From an optimization exercise on the open Yosys and OpenROAD flow, aimed at small area, a short achievable clock period and few clock cycles per item; shortcuts taken in it are not production practice. At most, simulation tests tie the RTL to the original design; equivalence was not proved. No activity file was given, so power comes from the tool's default toggle rates.

==> flow/design.v (excerpt) <==
module nmea_core (
    input  wire       clk,
    input  wire       rst,
    input  wire       in_valid,
    output reg        in_ready,
    input  wire [9:0] in_beat,
    output reg        out_valid,
    input  wire       out_ready,
    output reg  [9:0] out_beat
);
    localparam integer N  = 158;   
    localparam integer D  = 76;    
    localparam integer Q  = 3;     
    localparam [7:0] CH_LF  = 8'h0A;
    localparam [7:0] CH_CR  = 8'h0D;
    localparam [7:0] CH_DOL = 8'h24;
    localparam [7:0] CH_STR = 8'h2A;
    localparam [7:0] CH_COM = 8'h2C;
    function [7:0] inc;   
        input [7:0] a;
        inc = (a == N - 1) ? 8'd0 : a + 8'd1;
    endfunction
    function [4:0] hexval;   
        input [7:0] b;
        begin
            if (b >= 8'h30 && b <= 8'h39)      hexval = {1'b1, b[3:0]};
            else if (b >= 8'h41 && b <= 8'h46) hexval = {1'b1, b[3:0] + 4'd9};
            else if (b >= 8'h61 && b <= 8'h66) hexval = {1'b1, b[3:0] + 4'd9};
            else                               hexval = 5'd0;
        end
    endfunction
    function in_range;
        input [7:0] x, lo, hi;
        in_range = (lo <= hi) ? (x >= lo && x < hi) : (x >= lo || x < hi);
    endfunction
    function [4:0] bclass;
        input [7:0] b;
        bclass = {b == CH_LF, b == CH_CR, b == CH_DOL, b == CH_STR, b == CH_COM};
    endfunction
    reg  [8*N-1:0] ring;
    reg  [7:0] W;             
    reg  [7:0] R;             
    wire [7:0] ring_w = ring[8*N-1 -: 8];
    wire [7:0] ring_r = ring[8*D+7 -: 8];
    reg        wr_en;
    reg  [9:0] iq0, iq1;
    reg  [4:0] ic0;
    reg  [1:0] occ;
    wire       acc  = in_valid && in_ready;
    reg        cons;              
    wire       hv   = (occ != 2'd0);
    always @(posedge clk)
        ring <= {ring[8*(N-1)-1:0], wr_en ? iq0[7:0] : ring_w};
    reg  [6:0] len;           
    reg  [6:0] sl;            
    reg  [6:0] len_n, sl_n;
    reg        lz_n, ll_n, sz_n, sll_n;
    wire       len_le77 = (len <= 7'd77);
    wire       sl_le77  = (sl <= 7'd77);
    reg        len_z, len_le78, sl_z, sl_le78;   
    reg        al;            
    reg        sdollar;       
  ...
Size in the first run: ~3200 cells after synthesis, ~1500 flip-flops, ~26 I/O pins, ~40000 um2 of cells after synthesis.
export LEC_CHECK = 0
export ABC_AREA = 1
export CAP_MARGIN = 20
export CORE_MARGIN = 2
export CORE_UTILIZATION = 40
export CTS_BUF_LIST = sky130_fd_sc_hd__clkbuf_16
export CTS_CLUSTER_DIAMETER = 80
export CTS_CLUSTER_SIZE = 30
export PLACE_DENSITY = 0.6
export SETUP_SLACK_MARGIN = 5.0
export SLEW_MARGIN = 20
create_clock -name core_clock -period 8.0 [get_ports {clk}]
run.sh (not shown) runs the stock make flow with config.mk's settings and CLKGATE_MAP_FILE= SYNTH_SCRIPT=/design/flow/synth_recipe.tcl, a recipe that flattens the netlist after the stock synthesis.
The starting point produced a clean layout.
Rerun with:
--- a/flow/design.v
+++ b/flow/design.v
@@ -56,12 +56,14 @@
     reg  [6:0] len_n, sl_n;
     reg        lz_n, ll_n, sz_n, sll_n;
     wire       len_le77 = (len <= 7'd77);
     wire       sl_le77  = (sl <= 7'd77);
     reg        len_z, len_le78, sl_z, sl_le78;   
     reg        al;            
+    reg        rwd;           
+    reg        rb_ok;         
     reg        sdollar;       
     reg        lastcr;        
     reg        hpend;         
     reg  [7:0] lstart;        
     reg  [7:0] s0;            
     reg  [7:0] wp;            
@@ -85,13 +87,12 @@
     reg  [7:0] q_f0 [0:Q-1];    
     reg  [7:0] q_f1 [0:Q-1];    
     reg  [3:0] q_e  [0:Q-1];    
     reg        q_m;             
     reg  [2:0] qc;
     reg  [3:0] eos_tail;
-    reg        w_free;          
     reg  [7:0] vb, va;
     reg  [4:0] vc;
     reg        v_go;
     wire [6:0] vi = len;
     wire [4:0] hxb = hexval(vb);
     wire       ck_ok   = star ? ((ac == 2'd2 && d1v && d2v) ? (d1e && d2e) : (xs == 8'h00))
@@ -106,13 +107,13 @@
     wire       h_cr   = ic0[3];
     wire       h_cmd  = hv && (iq0[9:8] == 2'b10);
     wire [6:0] len1 = (len == 7'd80) ? 7'd80 : len + 7'd1;
     wire [6:0] sl1  = (sl == 7'd80) ? 7'd80 : sl + 7'd1;
     wire       sd1  = sl_z ? ic0[2] : sdollar;
     wire       useful = len_le78 || (sd1 && sl_le78);
-    wire       aligned = len_z || al;
+    wire       anch_ok;
     wire       q_room   = (qc + {2'b00, e_job}) < Q;
     wire       eos_room = (eos_tail <= 4'd13);
     reg        s1_job, s1_rare, s1_eos;
     always @* begin
         cons    = 1'b0;
         s1_job  = 1'b0;
@@ -127,13 +128,13 @@
         end else if (rs_idle) begin
             if (h_data && !h_lf) begin
                 s1_eos  = h_last;
                 s1_job  = h_last && h_cr;
                 s1_rare = h_last && h_cr && hpend && sd1;
                 if ((!h_last || (eos_room && (!s1_rare || q_room))) &&
-                    (!useful || (aligned && w_free))) begin
+                    (!useful || (len_z ? rb_ok : anch_ok))) begin
                     cons  = 1'b1;
                     v_go  = 1'b1;
                     wr_en = useful;
                 end
             end else if (h_data) begin
                 s1_eos  = h_last;
@@ -151,12 +152,16 @@
             vb   = ring_w;
             vc   = bclass(ring_w);
         end
     end
     wire       can_out = !out_valid || out_ready;
     wire       q_any   = (qc != 3'd0);
+    assign     anch_ok = al && !(q_any && (rwd || wp == q_f0[0]));
+    wire       wpu     = wr_en || (v_go && !rs_idle);
+    wire       coming  = c_ok && (e_job || pend_end || (rs_idle && h_data && h_lf && lastcr && !sl_z));
+    wire [7:0] bound   = q_any ? q_f0[0] : fc_a;
     wire       hd_eos  = q_any && (q_e[0] != 4'd0);
     wire       hd_msg  = q_any && !hd_eos && !q_m;
     wire       hd_done = q_any && !hd_eos && q_m && (q_f0[0] == q_f1[0]);
     wire       hd_fld  = q_any && !hd_eos && q_m && !hd_done && (R == q_f0[0]);
     wire       tl_eos  = !q_any && (eos_tail != 4'd0);
     wire       st2_job = e_job && c_ok;
@@ -235,13 +240,13 @@
                 7'd3: m <= {vb == "R", vb == "G", vb == "G", vb == "G"};
                 7'd4: m <= m & {vb == "M", vb == "S", vb == "N", vb == "G"};
                 7'd5: m <= m & {vb == "C", vb == "A", vb == "S", vb == "A"};
                 default: ;
             endcase
             c_ok <= cand_ok;
-            wp   <= inc(va);
+            if (wr_en || !rs_idle) wp <= inc(va);
         end
         len_n = len;
         sl_n  = sl;
         lz_n  = len_z;
         ll_n  = len_le78;
         sz_n  = sl_z;
@@ -355,20 +360,23 @@
         len_z    <= lz_n;
         len_le78 <= ll_n;
         sl_z     <= sz_n;
         sl_le78  <= sll_n;
         rs       <= rs_n;
         rs_idle  <= (rs_n == RS_IDLE);
-        al       <= v_go || (inc(W) == wp);
+        al       <= wpu || (inc(W) == wp);
+        if (!q_any && rs_idle) rwd <= 1'b0;
+        if (rs_n != RS_IDLE && rs_idle) rwd <= 1'b1;
+        if (rst) rwd <= 1'b0;
         if (rst) begin
             qc        <= 3'd0;
             q_m       <= 1'b0;
             eos_tail  <= 4'd0;
             out_valid <= 1'b0;
             out_beat  <= 10'd0;
-            w_free    <= 1'b1;
+            rb_ok     <= 1'b1;
         end else begin
             if (can_out && hd_eos) q_e[0] <= q_e[0] - 4'd1;
             if (can_out && hd_msg) begin
                 q_m     <= 1'b1;
                 q_f0[0] <= inc(q_f0[0]);    
             end
@@ -392,15 +400,14 @@
                     end
                 eos_tail <= {3'd0, e_eos};
             end else begin
                 eos_tail <= eos_tail_dec + {3'd0, e_eos};
             end
             qc <= qc + {2'd0, st2_job} - {2'd0, deq};
-            w_free <= (!q_any || !in_range(inc(W), q_f0[0], q_f1[qc - 3'd1])) &&
-                      !(c_ok && (e_job || (rs_idle && h_data && h_lf && lastcr)) &&
-                        in_range(inc(W), fc_a, star_a));
+            rb_ok <= !rwd && ((!q_any && !coming) ||
+                              (wpu ? (inc(W) != bound) : in_range(inc(W), wp, bound)));
             if (emit) begin
                 out_valid <= 1'b1;
                 out_beat  <= hd_msg ? {2'b10, 6'd0, q_t[0]} :
                              hd_fld ? {2'b00, ring_r} : 10'h300;
             end else if (out_ready) begin
                 out_valid <= 1'b0;
After rerunning: The new run ran to the end with no violations; total power came out higher by a few percent; clock skew came out higher by 19 ps; worst setup slack degrades by 16 ps; non-clock buffer count came out higher by 30; cell area hardly moves; via count came out lower by a few percent; global-route usage came out lower by 0.13 points; clock-buffer cell count came out higher by 10; first-iteration DRC count came out lower by about a fifth.
No functional check of the RTL was part of any run of this note.

---

nmea_core, a different RTL version from the one above (not shown whole).
For scale: about 2700 cells after synthesis, ~1500 flip-flops, roughly 26 I/O pins.
export LEC_CHECK = 0
export CAP_MARGIN = 20
export CORE_MARGIN = 2
export CORE_UTILIZATION = 40
export CTS_BUF_LIST = sky130_fd_sc_hd__clkbuf_16
export CTS_CLUSTER_DIAMETER = 80
export CTS_CLUSTER_SIZE = 30
export PLACE_DENSITY = 0.6
export SETUP_SLACK_MARGIN = 5.0
export SLEW_MARGIN = 20
create_clock -name core_clock -period 8.0 [get_ports {clk}]
Testbench counts at the start, summed over its fixed seeds: cycles 146,334, bytes 145,071.
Next try:
--- a/flow/design.v
+++ b/flow/design.v
@@ -350,35 +350,32 @@
             qc        <= 3'd0;
             q_m       <= 1'b0;
             eos_tail  <= 4'd0;
             out_valid <= 1'b0;
             out_beat  <= 10'd0;
             w_free    <= 1'b1;
         end else begin
             if (can_out && hd_eos) q_e[0] <= q_e[0] - 4'd1;
-            if (can_out && hd_msg) begin
-                q_m     <= 1'b1;
-                q_f0[0] <= inc(q_f0[0]);    
-            end
+            if (can_out && hd_msg) q_m <= 1'b1;
             if (can_out && hd_fld) q_f0[0] <= inc(q_f0[0]);
             if (deq) begin
                 q_m <= 1'b0;
                 for (k = 0; k < Q - 1; k = k + 1) begin
                     q_t[k]  <= q_t[k+1];
                     q_f0[k] <= q_f0[k+1];
                     q_f1[k] <= q_f1[k+1];
                     q_e[k]  <= q_e[k+1];
                 end
             end
             if (st2_job) begin
                 for (k = 0; k < Q; k = k + 1)
                     if (q_wi == k) begin
                         q_t[k]  <= {m[3] | m[2], m[3] | m[1]};
-                        q_f0[k] <= fc_a;
+                        q_f0[k] <= inc(fc_a);
                         q_f1[k] <= star_a;
                         q_e[k]  <= eos_tail_dec;
                     end
                 tail_f1  <= star_a;
                 eos_tail <= {3'd0, e_eos};
             end else begin
                 eos_tail <= eos_tail_dec + {3'd0, e_eos};
             end
Total power decreases by 1.5%; flip-flop and latch count stays the same; synthesized cell count came out higher by 1.1%; die area rises by 1.1%; clock power is higher by about 2%; non-clock buffer count fell by 14; setup slack gets better by 0.093 ns; final area went up by 0.94%; maximum frequency rose by 3.1%.
No functional check of the RTL was part of the second run of this note.

-- port drivers added, routing unchanged --
The results above use ideal ports. As a check the final layouts listed here were re-extracted and re-timed, cells and wires unchanged. Step 1 sets driving cells, clkbuf_16 on the clock port and buf_2 on the other inputs (assumed; they add their load-dependent delay and slew). Step 2 adds t to the input delays and takes it off the output delays; t is the mean of the earliest and latest rising clock arrival at the registers after step 1. Input paths then give back, and output paths get back, about the clock's delay inside the block. Three values: ideal ports, drivers, drivers and shift; two values: the first two.
run | shift t [ns] | setup WS [ns] | hold WS [ns]
the first run of note 1 | 0.740 | 5.083 / 5.017 / 4.401 | 0.304 / 0.304 / 0.304
the second run of note 1 | 0.686 | 5.067 / 5.008 / 4.484 | 0.299 / 0.299 / 0.299
the first run of note 2 | 0.693 | 4.912 / 4.912 / 4.473 | 0.317 / 0.317 / 0.317
the second run of note 2 | 0.718 | 5.005 / 5.005 / 4.353 | 0.315 / 0.315 / 0.315
After both steps every run listed still meets setup and hold. The setup slack of the first run of note 1, which loses most, moves by -0.066 ns with the drivers and by -0.682 ns with both steps.
